From an optimization exercise on the open Yosys and OpenROAD flow, aimed at small area, a short achievable clock period and few clock cycles; shortcuts taken in it are not production practice.
RTL that was checked went through simulation tests only; none was proved equivalent to the original.

==> build 24 <==
==> flow/design.v <==
module gfrs_enc (
    input  wire        clk,
    input  wire        rst,           
    input  wire        cmd_valid,
    output wire        cmd_ready,
    input  wire [1:0]  cmd_op,        
    input  wire [3:0]  cmd_k,
    input  wire [15:0] cmd_poly,
    input  wire [15:0] cmd_base,
    input  wire [15:0] cmd_n,
    input  wire [7:0]  cmd_t,
    input  wire        in_valid,
    output wire        in_ready,
    input  wire [15:0] in_data,
    output wire        out_valid,
    input  wire        out_ready,
    output wire [11:0] out_data,
    output reg         done,
    output reg  [3:0]  status,
    output reg  [3:0]  einfo,
    output reg         field_valid
);
    localparam OP_INIT = 2'd0;
    localparam OP_ENC  = 2'd1;
    localparam C_OK      = 4'd0;
    localparam C_ILLEGAL = 4'd1;
    localparam C_ARG     = 4'd2;
    localparam C_NOFIELD = 4'd3;
    localparam I_WORDSIZE  = 4'd1;
    localparam I_POLYDEG   = 4'd2;
    localparam I_NOTPRIM   = 4'd3;
    localparam I_GENBASE   = 4'd4;
    localparam I_ECCOUNT   = 4'd6;
    localparam I_DATACOUNT = 4'd7;
    localparam I_LENGTH    = 4'd8;
    localparam I_CWRANGE   = 4'd9;
    localparam I_TCAP      = 4'd12;
    localparam S_IDLE = 4'd0;
    localparam S_IA   = 4'd1;    
    localparam S_IH   = 4'd2;    
    localparam S_IEXP = 4'd3;
    localparam S_ICHK = 4'd4;
    localparam S_GEN  = 4'd5;
    localparam S_DATA = 4'd6;
    localparam S_PAR  = 4'd7;
    localparam S_WALK = 4'd8;    
    reg [3:0]  state;
    reg [11:0] r7x;          
    reg        p2;           
    reg        chk;          
    reg [2:0]  pcur;         
    reg        w2;           
    reg [11:0] root2;        
    reg        owed;         
    reg        glast;        
    reg [12:0] poly;         
    reg [4:0]  ksel;         
    reg [11:0] alpha_b;      
    reg [18:0] hh;           
    reg [11:0] xreg;         
    reg        vld;          
    reg [3:0]  cnt;
    reg [3:0]  tcnt;         
    reg [11:0] kcnt;         
    reg        cw_err;
    reg        gb_bad;       
    reg        phi, bhi;     
    reg [4:0]  ef;           
    reg [11:0] g [0:7];
    reg [11:0] r [0:7];
    integer i, j, q;
    wire [11:0] kmsb = {ksel[4], 1'b0, ksel[3], 1'b0, ksel[2], 1'b0,
                        ksel[1], 1'b0, ksel[0], 3'b000};
    wire [11:0] fmask = {{2{ksel[4]}}, {2{ksel[3] | ksel[4]}},
                         {2{ksel[2] | ksel[3] | ksel[4]}}, {2{~ksel[0]}}, 4'b1111};
    wire        big   = ksel[3] | ksel[4];
    wire [11:0] xop = xreg ^ r7x;
    reg  [7:0]  c;
    reg  [11:0] v [0:8];
    reg  [7:0]  sel;
    reg  [11:0] m [0:7];
    always @* begin
        for (i = 0; i < 8; i = i + 1)
            c[i] = ^(xop & hh[i +: 12]);
        v[0] = xop;
        for (i = 1; i < 9; i = i + 1) begin
            if (i == 4) begin
                v[i] = xop << i;
                for (j = 0; j < i; j = j + 1)
                    v[i] = v[i] ^ (c[j] ? (poly[11:0] << (i - 1 - j)) : 12'd0);
            end else
                v[i] = {v[i-1][10:0], 1'b0} ^ (c[i-1] ? poly[11:0] : 12'd0);
        end
        for (q = 0; q < 8; q = q + 1) begin
            sel  = p2 ? {4'd0, g[q][11:8]} : g[q][7:0];
            m[q] = 12'd0;
            for (i = 0; i < 8; i = i + 1)
                m[q] = m[q] ^ (sel[i] ? v[i] : 12'd0);
        end
    end
    wire [11:0] pal_n = ksel[0] ? {poly[3:0], 8'd0} : ksel[1] ? {poly[5:0], 6'd0} :
                        ksel[2] ? {poly[7:0], 4'd0} : ksel[3] ? {poly[9:0], 2'd0} :
                        poly[11:0];
    wire        deg_ok = !phi && (ksel[0] ? (poly[12:4] == 9'd1) :
                                  ksel[1] ? (poly[12:6] == 7'd1) :
                                  ksel[2] ? (poly[12:8] == 5'd1) :
                                  ksel[3] ? (poly[12:10] == 3'd1) : poly[12]);
    wire        gb_n   = bhi || ((kcnt & ~fmask) != 12'd0) || ((kcnt & fmask) == fmask);
    reg  [11:0] la;
    reg  [7:0]  hk;
    reg  [18:0] hh_n;
    always @* begin
        la = alpha_b;
        for (i = 0; i < 8; i = i + 1) begin
            hk[i] = la[11];
            la = {la[10:0], 1'b0} ^ (la[11] ? alpha_b : 12'd0);
        end
        for (i = 0; i < 19; i = i + 1)
            hh_n[i] = ksel[0] ? (i == 3 ? 1'b1 : (i > 3 && i < 12) ? hk[(i - 4) % 8] : 1'b0) :
                      ksel[1] ? (i == 5 ? 1'b1 : (i > 5 && i < 14) ? hk[(i - 6) % 8] : 1'b0) :
                      ksel[2] ? (i == 7 ? 1'b1 : (i > 7 && i < 16) ? hk[(i - 8) % 8] : 1'b0) :
                      ksel[3] ? (i == 9 ? 1'b1 : (i > 9 && i < 18) ? hk[(i - 10) % 8] : 1'b0) :
                                (i == 11 ? 1'b1 : (i > 11) ? hk[(i - 12) % 8] : 1'b0);
    end
    localparam [59:0] E4  = {12'd1, 12'd1, 12'd3, 12'd5, 12'd15};
    localparam [59:0] E6  = {12'd1, 12'd1, 12'd9, 12'd21, 12'd63};
    localparam [59:0] E8  = {12'd1, 12'd15, 12'd51, 12'd85, 12'd255};
    localparam [59:0] E10 = {12'd1, 12'd33, 12'd93, 12'd341, 12'd1023};
    localparam [59:0] E12 = {12'd315, 12'd585, 12'd819, 12'd1365, 12'd4095};
    wire [59:0] etab = ksel[0] ? E4 : ksel[1] ? E6 : ksel[2] ? E8 :
                       ksel[3] ? E10 : E12;
    wire [4:0]  ebit = {etab[48 + cnt], etab[36 + cnt], etab[24 + cnt],
                        etab[12 + cnt], etab[cnt]};
    wire [3:0]  klast = ksel[0] ? 4'd3 : ksel[1] ? 4'd5 : ksel[2] ? 4'd7 :
                        ksel[3] ? 4'd9 : 4'd11;
    wire [11:0] a4 = ksel[0] ? {8'd0, poly[3:0]} : 12'd16;    
    wire in_xfer = in_valid & in_ready;
    wire cw_bad  = (in_data & ~{4'd0, fmask}) != 16'd0;
    assign cmd_ready = (state == S_IDLE);
    assign in_ready  = ((state == S_DATA) && owed && (p2 || !vld || !big)) || glast;
    assign out_valid = (state == S_PAR);
    assign out_data  = r[7];
    wire [11:0] ab_x = {alpha_b[10:0], 1'b0} ^ ((|(alpha_b & kmsb)) ? poly[11:0] : 12'd0);
    wire cmd_ksel_4  = (cmd_k == 4'd4);
    wire [4:0] cmd_ksel = {cmd_k == 4'd12, cmd_k == 4'd10, cmd_k == 4'd8,
                           cmd_k == 4'd6, cmd_k == 4'd4};
    always @(posedge clk) begin
        done  <= 1'b0;
        chk   <= 1'b0;
        r7x   <= 12'd0;
        glast <= 1'b0;
        if (in_xfer) owed <= (kcnt != {8'd0, tcnt} + 12'd1);
        if (rst) begin
            state       <= S_IDLE;
            field_valid <= 1'b0;
        end else begin
            case (state)
            S_IDLE: begin
                tcnt   <= cmd_t[3:0];
                cnt    <= cmd_t[3:0] - 4'd1;
                cw_err <= 1'b0;
                vld    <= 1'b0;
                xreg   <= ab_x;
                root2  <= ab_x;
                pcur   <= 3'd0;
                p2     <= 1'b0;
                w2     <= 1'b0;
                for (j = 0; j < 8; j = j + 1) begin
                    g[j] <= (j == 7) ? alpha_b : 12'd0;
                    r[j] <= 12'd0;
                end
                kcnt   <= cmd_op[0] ? cmd_n[11:0] : cmd_base[11:0];
                owed   <= (cmd_n[11:0] != {8'd0, cmd_t[3:0]});
                ef     <= {!field_valid, cmd_t == 8'd0, cmd_n <= {8'd0, cmd_t},
                           (cmd_n & ~{4'd0, fmask}) != 16'd0, cmd_t > 8'd8};
                if (cmd_valid) begin
                    case (cmd_op)
                    OP_INIT: begin
                        poly  <= cmd_poly[12:0];
                        phi   <= |cmd_poly[15:13];
                        bhi   <= |cmd_base[15:12];
                        ksel  <= cmd_ksel;
                        state <= S_IA;
                    end
                    OP_ENC: begin
                        chk   <= 1'b1;
                        glast <= (cmd_t == 8'd2) && !big;
                        state <= (cmd_t == 8'd1) ? S_DATA : S_GEN;
                    end
                    default: begin
                        status <= C_ILLEGAL; einfo <= 4'd0;
                        done <= 1'b1;
                    end
                    endcase
                end
            end
            S_IA: begin
                alpha_b <= pal_n;
                gb_bad  <= gb_n;
                state   <= S_IH;
                if (ksel == 5'd0) begin
                    field_valid <= 1'b0;
                    status <= C_ARG; einfo <= I_WORDSIZE;
                    done <= 1'b1; state <= S_IDLE;
                end else if (!deg_ok) begin
                    field_valid <= 1'b0;
                    status <= C_ARG; einfo <= I_POLYDEG;
                    done <= 1'b1; state <= S_IDLE;
                end
            end
            S_IH: if (big) begin
                hh      <= hh_n;
                alpha_b <= kcnt;                             
                kcnt    <= fmask - 12'd1;
                xreg    <= 12'd2;
                state   <= S_WALK;
            end else begin
                hh    <= hh_n;
                kcnt  <= kcnt >> 2;
                cnt   <= 4'd2;
                xreg  <= a4;
                g[0]  <= a4;
                g[1]  <= 12'd8;                              
                g[2]  <= 12'd2;                              
                g[3]  <= (ksel[0] || ksel[2] || ksel[4]) ? 12'd8 : 12'd2;
                g[4]  <= ksel[2] ? 12'd8 : 12'd2;
                g[5]  <= ksel[4] ? 12'd8 : 12'd2;
                g[6]  <= 12'd1 << kcnt[1:0];
                state <= S_IEXP;
            end
            S_IEXP: begin
                g[0] <= m[0];
                xreg <= m[0];
                for (j = 1; j < 6; j = j + 1)
                    if (ebit[j-1]) g[j] <= m[j];
                if (kcnt[0]) g[6] <= m[6];
                kcnt <= kcnt >> 1;
                cnt  <= cnt + 4'd1;
                if (cnt == klast) state <= S_ICHK;
            end
            S_ICHK: begin
                if (g[1] != 12'd1 || g[2] == 12'd1 || g[3] == 12'd1 ||
                    g[4] == 12'd1 || g[5] == 12'd1) begin
                    field_valid <= 1'b0;
                    status <= C_ARG; einfo <= I_NOTPRIM;
                end else if (gb_bad) begin
                    field_valid <= 1'b0;
                    status <= C_ARG; einfo <= I_GENBASE;
                end else begin
                    field_valid <= 1'b1;
                    alpha_b <= g[6];
                    status <= C_OK; einfo <= 4'd0;
                end
                done <= 1'b1; state <= S_IDLE;
            end
            S_WALK: if (!w2) begin
                if (kcnt == 12'd0) begin
                    if (xreg != 12'd1) begin
                        field_valid <= 1'b0;
                        status <= C_ARG; einfo <= I_NOTPRIM;
                        done <= 1'b1; state <= S_IDLE;
                    end else if (gb_bad) begin
                        field_valid <= 1'b0;
                        status <= C_ARG; einfo <= I_GENBASE;
                        done <= 1'b1; state <= S_IDLE;
                    end else begin
                        w2   <= 1'b1;
                        kcnt <= alpha_b;
                    end
                end else if (xreg == 12'd1) begin
                    field_valid <= 1'b0;
                    status <= C_ARG; einfo <= I_NOTPRIM;
                    done <= 1'b1; state <= S_IDLE;
                end else begin
                    xreg <= v[1];
                    kcnt <= kcnt - 12'd1;
                end
            end else begin
                if (kcnt == 12'd0) begin
                    field_valid <= 1'b1;
                    alpha_b <= xreg;
                    status <= C_OK; einfo <= 4'd0;
                    done <= 1'b1; state <= S_IDLE;
                end else begin
                    xreg <= v[1];
                    kcnt <= kcnt - 12'd1;
                end
            end
            S_GEN: if (big && pcur != 3'd7) begin
                for (j = 0; j < 7; j = j + 1)
                    if (pcur == j) g[j] <= g[j] ^ m[j+1];
                if (!p2) begin
                    xreg <= v[8];
                    p2   <= 1'b1;
                end else begin
                    glast <= (cnt == 4'd1) && (pcur == 3'd6);
                    xreg <= root2;
                    p2   <= 1'b0;
                    pcur <= pcur + 3'd1;
                end
            end else begin
                for (j = 0; j < 7; j = j + 1)
                    if (!big) g[j] <= g[j] ^ m[j+1];
                g[7]  <= g[7] ^ xreg;
                xreg  <= v[1];
                root2 <= v[1];
                pcur  <= 3'd0;
                cnt   <= cnt - 4'd1;
                glast <= (cnt == 4'd2) && !big;
                if (in_xfer) begin
                    xreg <= in_data[11:0];
                    vld  <= 1'b1;
                    kcnt <= kcnt - 12'd1;
                    if (cw_bad) cw_err <= 1'b1;
                end
                if (cnt == 4'd1) begin
                    state <= S_DATA;
                end
            end
            S_DATA: if (big && vld && !p2) begin
                for (j = 0; j < 8; j = j + 1)
                    r[j] <= ((j == 0) ? 12'd0 : r[j-1]) ^ m[j];
                xreg  <= v[8];
                p2    <= 1'b1;
            end else begin
                if (p2) begin
                    for (j = 0; j < 8; j = j + 1)
                        r[j] <= r[j] ^ m[j];
                    r7x <= r[7] ^ m[7];
                end else if (vld) begin
                    for (j = 0; j < 8; j = j + 1)
                        r[j] <= ((j == 0) ? 12'd0 : r[j-1]) ^ m[j];
                    r7x <= r[6] ^ m[7];
                end else
                    r7x <= r[7];
                p2    <= 1'b0;
                if (in_xfer) begin
                    xreg <= in_data[11:0];
                    vld  <= 1'b1;
                    kcnt <= kcnt - 12'd1;
                    if (cw_bad) cw_err <= 1'b1;
                end else begin
                    xreg <= 12'd0;
                    vld  <= 1'b0;
                end
                if ((p2 || (vld && !big)) && !owed) begin
                    cnt   <= tcnt;
                    r7x   <= 12'd0;
                    if (cw_err) begin
                        status <= C_ARG; einfo <= I_CWRANGE;
                        done <= 1'b1; state <= S_IDLE;
                    end else begin
                        state <= S_PAR;
                    end
                end
            end
            S_PAR: if (out_ready) begin
                for (j = 0; j < 8; j = j + 1)
                    r[j] <= ((j == 0) ? 12'd0 : r[j-1]) ^ m[j];
                cnt <= cnt - 4'd1;
                if (cnt == 4'd1) begin
                    status <= C_OK; einfo <= 4'd0;
                    done <= 1'b1; state <= S_IDLE;
                end
            end
            default: state <= S_IDLE;
            endcase
            if (chk && ef != 5'd0) begin
                status <= ef[4] ? C_NOFIELD : C_ARG;
                einfo  <= ef[4] ? 4'd0 : ef[3] ? I_ECCOUNT : ef[2] ? I_DATACOUNT :
                          ef[1] ? I_LENGTH : I_TCAP;
                done   <= 1'b1;
                state  <= S_IDLE;
                r7x    <= 12'd0;
            end
        end
    end
endmodule
==> flow/flow/run.sh <==
#!/bin/bash
set -euo pipefail
bash standard.sh SETUP_SLACK_MARGIN=9 finish > make.log 2>&1
==> flow/standard.sh <==
#!/bin/bash
# synth_recipe.tcl (not shown) runs the flow's synth.tcl, then flattens the netlist and writes it again
# the make line also repeats each setting of config.mk as NAME=value (left out here)
make -C /OpenROAD-flow-scripts/flow DESIGN_CONFIG=/design/flow/config.mk WORK_HOME=/design/flow/orfs CLKGATE_MAP_FILE= SYNTH_SCRIPT=/design/flow/synth_recipe.tcl "${@:-finish}"
==> flow/config.mk <==
export PLATFORM = sky130hd
export DESIGN_NAME = gfrs_enc
export DESIGN_NICKNAME = gfrs_enc
export VERILOG_FILES = /design/flow/design.v
export SDC_FILE = /design/flow/constraint.sdc
export NUM_CORES = 4
export LEC_CHECK = 0
export CAP_MARGIN = 20
export CORE_MARGIN = 2
export CORE_UTILIZATION = 35
export SLEW_MARGIN = 20
==> flow/constraint.sdc <==
create_clock -name core_clock -period 15.0 [get_ports {clk}]
set_input_delay 3.0000 -clock core_clock [delete_from_list [all_inputs] [get_ports {clk}]]
set_output_delay 3.0000 -clock core_clock [all_outputs]
set_load 0.01 [all_outputs]
==> trial 6 (differences from build 24) <==
--- a/flow/design.v
+++ b/flow/design.v
@@ -46,4 +46,5 @@
     localparam S_WALK = 4'd8;    
     reg [3:0]  state;
+    reg        sidle, sdat, spar;    
     reg [11:0] r7x;          
     reg        p2;           
@@ -137,7 +138,7 @@
     wire in_xfer = in_valid & in_ready;
     wire cw_bad  = (in_data & ~{4'd0, fmask}) != 16'd0;
-    assign cmd_ready = (state == S_IDLE);
-    assign in_ready  = ((state == S_DATA) && owed && (p2 || !vld || !big)) || glast;
-    assign out_valid = (state == S_PAR);
+    assign cmd_ready = sidle;
+    assign in_ready  = (sdat && owed && (p2 || !vld || !big)) || glast;
+    assign out_valid = spar;
     assign out_data  = r[7];
     wire [11:0] ab_x = {alpha_b[10:0], 1'b0} ^ ((|(alpha_b & kmsb)) ? poly[11:0] : 12'd0);
@@ -152,5 +153,5 @@
         if (in_xfer) owed <= (kcnt != {8'd0, tcnt} + 12'd1);
         if (rst) begin
-            state       <= S_IDLE;
+            state <= S_IDLE; sidle <= 1'b1; sdat <= 1'b0; spar <= 1'b0;
             field_valid <= 1'b0;
         end else begin
@@ -181,5 +182,5 @@
                         bhi   <= |cmd_base[15:12];
                         ksel  <= cmd_ksel;
-                        state <= S_IA;
+                        state <= S_IA; sidle <= 1'b0; sdat <= 1'b0; spar <= 1'b0;
                     end
                     OP_ENC: begin
@@ -187,4 +188,5 @@
                         glast <= (cmd_t == 8'd2) && !big;
                         state <= (cmd_t == 8'd1) ? S_DATA : S_GEN;
+                        sidle <= 1'b0; sdat <= (cmd_t == 8'd1); spar <= 1'b0;
                     end
                     default: begin
@@ -198,13 +200,13 @@
                 alpha_b <= pal_n;
                 gb_bad  <= gb_n;
-                state   <= S_IH;
+                state <= S_IH; sidle <= 1'b0; sdat <= 1'b0; spar <= 1'b0;
                 if (ksel == 5'd0) begin
                     field_valid <= 1'b0;
                     status <= C_ARG; einfo <= I_WORDSIZE;
-                    done <= 1'b1; state <= S_IDLE;
+                    done <= 1'b1; state <= S_IDLE; sidle <= 1'b1; sdat <= 1'b0; spar <= 1'b0;
                 end else if (!deg_ok) begin
                     field_valid <= 1'b0;
                     status <= C_ARG; einfo <= I_POLYDEG;
-                    done <= 1'b1; state <= S_IDLE;
+                    done <= 1'b1; state <= S_IDLE; sidle <= 1'b1; sdat <= 1'b0; spar <= 1'b0;
                 end
             end
@@ -214,5 +216,5 @@
                 kcnt    <= fmask - 12'd1;
                 xreg    <= 12'd2;
-                state   <= S_WALK;
+                state <= S_WALK; sidle <= 1'b0; sdat <= 1'b0; spar <= 1'b0;
             end else begin
                 hh    <= hh_n;
@@ -227,5 +229,5 @@
                 g[5]  <= ksel[4] ? 12'd8 : 12'd2;
                 g[6]  <= 12'd1 << kcnt[1:0];
-                state <= S_IEXP;
+                state <= S_IEXP; sidle <= 1'b0; sdat <= 1'b0; spar <= 1'b0;
             end
             S_IEXP: begin
@@ -252,5 +254,5 @@
                     status <= C_OK; einfo <= 4'd0;
                 end
-                done <= 1'b1; state <= S_IDLE;
+                done <= 1'b1; state <= S_IDLE; sidle <= 1'b1; sdat <= 1'b0; spar <= 1'b0;
             end
             S_WALK: if (!w2) begin
@@ -259,9 +261,9 @@
                         field_valid <= 1'b0;
                         status <= C_ARG; einfo <= I_NOTPRIM;
-                        done <= 1'b1; state <= S_IDLE;
+                        done <= 1'b1; state <= S_IDLE; sidle <= 1'b1; sdat <= 1'b0; spar <= 1'b0;
                     end else if (gb_bad) begin
                         field_valid <= 1'b0;
                         status <= C_ARG; einfo <= I_GENBASE;
-                        done <= 1'b1; state <= S_IDLE;
+                        done <= 1'b1; state <= S_IDLE; sidle <= 1'b1; sdat <= 1'b0; spar <= 1'b0;
                     end else begin
                         w2   <= 1'b1;
@@ -271,5 +273,5 @@
                     field_valid <= 1'b0;
                     status <= C_ARG; einfo <= I_NOTPRIM;
-                    done <= 1'b1; state <= S_IDLE;
+                    done <= 1'b1; state <= S_IDLE; sidle <= 1'b1; sdat <= 1'b0; spar <= 1'b0;
                 end else begin
                     xreg <= v[1];
@@ -281,5 +283,5 @@
                     alpha_b <= xreg;
                     status <= C_OK; einfo <= 4'd0;
-                    done <= 1'b1; state <= S_IDLE;
+                    done <= 1'b1; state <= S_IDLE; sidle <= 1'b1; sdat <= 1'b0; spar <= 1'b0;
                 end else begin
                     xreg <= v[1];
@@ -315,5 +317,5 @@
                 end
                 if (cnt == 4'd1) begin
-                    state <= S_DATA;
+                    state <= S_DATA; sidle <= 1'b0; sdat <= 1'b1; spar <= 1'b0;
                 end
             end
@@ -349,7 +351,7 @@
                     if (cw_err) begin
                         status <= C_ARG; einfo <= I_CWRANGE;
-                        done <= 1'b1; state <= S_IDLE;
+                        done <= 1'b1; state <= S_IDLE; sidle <= 1'b1; sdat <= 1'b0; spar <= 1'b0;
                     end else begin
-                        state <= S_PAR;
+                        state <= S_PAR; sidle <= 1'b0; sdat <= 1'b0; spar <= 1'b1;
                     end
                 end
@@ -361,8 +363,8 @@
                 if (cnt == 4'd1) begin
                     status <= C_OK; einfo <= 4'd0;
-                    done <= 1'b1; state <= S_IDLE;
+                    done <= 1'b1; state <= S_IDLE; sidle <= 1'b1; sdat <= 1'b0; spar <= 1'b0;
                 end
             end
-            default: state <= S_IDLE;
+            default: begin state <= S_IDLE; sidle <= 1'b1; sdat <= 1'b0; spar <= 1'b0; end
             endcase
             if (chk && ef != 5'd0) begin
@@ -371,5 +373,5 @@
                           ef[1] ? I_LENGTH : I_TCAP;
                 done   <= 1'b1;
-                state  <= S_IDLE;
+                state <= S_IDLE; sidle <= 1'b1; sdat <= 1'b0; spar <= 1'b0;
                 r7x    <= 12'd0;
             end
==> flow/flow/run.sh (replaced) <==
#!/bin/bash
set -euo pipefail
bash standard.sh SETUP_SLACK_MARGIN=10 cts > make_cts.log 2>&1
bash standard.sh SETUP_SLACK_MARGIN=10 finish > make.log 2>&1
==> build 9 (differences from build 24) <==
--- a/flow/design.v
+++ b/flow/design.v
@@ -46,7 +46,9 @@
     localparam S_WALK = 4'd8;    
     reg [3:0]  state;
+    reg        sidle, sdat, spar;    
     reg [11:0] r7x;          
     reg        p2;           
     reg        chk;          
+    reg        cerr;         
     reg [2:0]  pcur;         
     reg        w2;           
@@ -137,7 +139,7 @@
     wire in_xfer = in_valid & in_ready;
     wire cw_bad  = (in_data & ~{4'd0, fmask}) != 16'd0;
-    assign cmd_ready = (state == S_IDLE);
-    assign in_ready  = ((state == S_DATA) && owed && (p2 || !vld || !big)) || glast;
-    assign out_valid = (state == S_PAR);
+    assign cmd_ready = sidle;
+    assign in_ready  = ((sdat && owed && (p2 || !vld || !big)) || glast) && !cerr;
+    assign out_valid = spar;
     assign out_data  = r[7];
     wire [11:0] ab_x = {alpha_b[10:0], 1'b0} ^ ((|(alpha_b & kmsb)) ? poly[11:0] : 12'd0);
@@ -148,9 +150,10 @@
         done  <= 1'b0;
         chk   <= 1'b0;
+        cerr  <= 1'b0;
         r7x   <= 12'd0;
         glast <= 1'b0;
         if (in_xfer) owed <= (kcnt != {8'd0, tcnt} + 12'd1);
         if (rst) begin
-            state       <= S_IDLE;
+            state <= S_IDLE; sidle <= 1'b1; sdat <= 1'b0; spar <= 1'b0;
             field_valid <= 1'b0;
         end else begin
@@ -181,10 +184,13 @@
                         bhi   <= |cmd_base[15:12];
                         ksel  <= cmd_ksel;
-                        state <= S_IA;
+                        state <= S_IA; sidle <= 1'b0; sdat <= 1'b0; spar <= 1'b0;
                     end
                     OP_ENC: begin
                         chk   <= 1'b1;
+                        cerr  <= !field_valid || cmd_t == 8'd0 || cmd_n <= {8'd0, cmd_t} ||
+                                 (cmd_n & ~{4'd0, fmask}) != 16'd0 || cmd_t > 8'd8;
                         glast <= (cmd_t == 8'd2) && !big;
                         state <= (cmd_t == 8'd1) ? S_DATA : S_GEN;
+                        sidle <= 1'b0; sdat <= (cmd_t == 8'd1); spar <= 1'b0;
                     end
                     default: begin
@@ -198,13 +204,13 @@
                 alpha_b <= pal_n;
                 gb_bad  <= gb_n;
-                state   <= S_IH;
+                state <= S_IH; sidle <= 1'b0; sdat <= 1'b0; spar <= 1'b0;
                 if (ksel == 5'd0) begin
                     field_valid <= 1'b0;
                     status <= C_ARG; einfo <= I_WORDSIZE;
-                    done <= 1'b1; state <= S_IDLE;
+                    done <= 1'b1; state <= S_IDLE; sidle <= 1'b1; sdat <= 1'b0; spar <= 1'b0;
                 end else if (!deg_ok) begin
                     field_valid <= 1'b0;
                     status <= C_ARG; einfo <= I_POLYDEG;
-                    done <= 1'b1; state <= S_IDLE;
+                    done <= 1'b1; state <= S_IDLE; sidle <= 1'b1; sdat <= 1'b0; spar <= 1'b0;
                 end
             end
@@ -214,5 +220,5 @@
                 kcnt    <= fmask - 12'd1;
                 xreg    <= 12'd2;
-                state   <= S_WALK;
+                state <= S_WALK; sidle <= 1'b0; sdat <= 1'b0; spar <= 1'b0;
             end else begin
                 hh    <= hh_n;
@@ -227,5 +233,5 @@
                 g[5]  <= ksel[4] ? 12'd8 : 12'd2;
                 g[6]  <= 12'd1 << kcnt[1:0];
-                state <= S_IEXP;
+                state <= S_IEXP; sidle <= 1'b0; sdat <= 1'b0; spar <= 1'b0;
             end
             S_IEXP: begin
@@ -252,5 +258,5 @@
                     status <= C_OK; einfo <= 4'd0;
                 end
-                done <= 1'b1; state <= S_IDLE;
+                done <= 1'b1; state <= S_IDLE; sidle <= 1'b1; sdat <= 1'b0; spar <= 1'b0;
             end
             S_WALK: if (!w2) begin
@@ -259,9 +265,9 @@
                         field_valid <= 1'b0;
                         status <= C_ARG; einfo <= I_NOTPRIM;
-                        done <= 1'b1; state <= S_IDLE;
+                        done <= 1'b1; state <= S_IDLE; sidle <= 1'b1; sdat <= 1'b0; spar <= 1'b0;
                     end else if (gb_bad) begin
                         field_valid <= 1'b0;
                         status <= C_ARG; einfo <= I_GENBASE;
-                        done <= 1'b1; state <= S_IDLE;
+                        done <= 1'b1; state <= S_IDLE; sidle <= 1'b1; sdat <= 1'b0; spar <= 1'b0;
                     end else begin
                         w2   <= 1'b1;
@@ -271,5 +277,5 @@
                     field_valid <= 1'b0;
                     status <= C_ARG; einfo <= I_NOTPRIM;
-                    done <= 1'b1; state <= S_IDLE;
+                    done <= 1'b1; state <= S_IDLE; sidle <= 1'b1; sdat <= 1'b0; spar <= 1'b0;
                 end else begin
                     xreg <= v[1];
@@ -281,5 +287,5 @@
                     alpha_b <= xreg;
                     status <= C_OK; einfo <= 4'd0;
-                    done <= 1'b1; state <= S_IDLE;
+                    done <= 1'b1; state <= S_IDLE; sidle <= 1'b1; sdat <= 1'b0; spar <= 1'b0;
                 end else begin
                     xreg <= v[1];
@@ -315,5 +321,5 @@
                 end
                 if (cnt == 4'd1) begin
-                    state <= S_DATA;
+                    state <= S_DATA; sidle <= 1'b0; sdat <= 1'b1; spar <= 1'b0;
                 end
             end
@@ -349,7 +355,7 @@
                     if (cw_err) begin
                         status <= C_ARG; einfo <= I_CWRANGE;
-                        done <= 1'b1; state <= S_IDLE;
+                        done <= 1'b1; state <= S_IDLE; sidle <= 1'b1; sdat <= 1'b0; spar <= 1'b0;
                     end else begin
-                        state <= S_PAR;
+                        state <= S_PAR; sidle <= 1'b0; sdat <= 1'b0; spar <= 1'b1;
                     end
                 end
@@ -361,8 +367,8 @@
                 if (cnt == 4'd1) begin
                     status <= C_OK; einfo <= 4'd0;
-                    done <= 1'b1; state <= S_IDLE;
+                    done <= 1'b1; state <= S_IDLE; sidle <= 1'b1; sdat <= 1'b0; spar <= 1'b0;
                 end
             end
-            default: state <= S_IDLE;
+            default: begin state <= S_IDLE; sidle <= 1'b1; sdat <= 1'b0; spar <= 1'b0; end
             endcase
             if (chk && ef != 5'd0) begin
@@ -371,5 +377,6 @@
                           ef[1] ? I_LENGTH : I_TCAP;
                 done   <= 1'b1;
-                state  <= S_IDLE;
+                glast  <= 1'b0;
+                state <= S_IDLE; sidle <= 1'b1; sdat <= 1'b0; spar <= 1'b0;
                 r7x    <= 12'd0;
             end
==> flow/flow/run.sh (replaced) <==
#!/bin/bash
set -euo pipefail
bash standard.sh SETUP_SLACK_MARGIN=9.8 cts > make_cts.log 2>&1
bash standard.sh SETUP_SLACK_MARGIN=9.4 finish > make.log 2>&1
==> notes <==
Trial 6 passed the timing, DRC and antenna checks. Build 24 finished with timing, DRC and antenna clean. Build 9 completed without violations.
Fmax, lowest first: build 24, build 9, trial 6.
The lowest design area belongs to build 24, the highest to trial 6.
In build 24 the non-clock buffer count is lower than in build 9, by 31.
Of build 9 and build 24, build 9 has the higher count of clock-buffer cells in the layout (gap 10).
==> figures <==
|  | build 24 | trial 6 | build 9 |
|---|---|---|---|
| Critical path arrival | 6.31 ns | 5.39 ns | 5.85 ns |
| Floorplan die height | 315 µm | 315 µm | 315 µm |
| GRT met1 Usage | 43.2% | 40.8% | 39.5% |
| Xor and xnor area share after synthesis | 33.6% | 32.6% | 33.1% |
| Status | no timing/DRC/antenna violations | no timing/DRC/antenna violations | no timing/DRC/antenna violations |
| Adder and majority cell fraction of the synthesized area | 1.11% | 1.11% | 1.11% |
| Setup Slack @ Placement | 8.04 ns | 8.63 ns | 8.20 ns |
| Transition time of the tightest slew-check pin | 1.20 ns | 1.21 ns | 1.31 ns |
| Clk sink count | 324 | 327 | 328 |
| CP startpoint | xreg[7] | xreg[5] | xreg[10] |
Testbench counts of trial 6, summed over its fixed seeds: cycles 15,522.
Testbench counts of build 9, summed over its fixed seeds: cycles 15,522.
For build 24, only the layout was checked, not whether the RTL still works.

## separate check: timing with driven ports
Ports are ideal in the flow. The routed layouts listed here were re-timed in OpenROAD. Step 1: set_driving_cell puts a clkbuf_16 on clk and a buf_2 on each other input, an assumption about the parent block. Step 2 adds t to the input delays and takes it off the output delays; t is the mean of the earliest and latest rising clock arrival at the registers after step 1. Input paths then give back, and output paths get back, about the clock's delay inside the block. Three values: no drivers, after step 1, after step 2; two values: the first two.
run	shift t [ns]	slack for setup (ns)	worst setup path after step 2
build 24	0.664	8.981 / 8.981 / 8.981	register to register
trial 6	0.668	9.896 / 9.896 / 9.485	input to register
build 9	0.680	9.519 / 9.519 / 9.388	input to register
After both steps every run listed still meets setup and hold. For trial 6, which loses most, drivers alone change the setup slack by 0.000 ns; drivers and shift together by -0.411 ns.
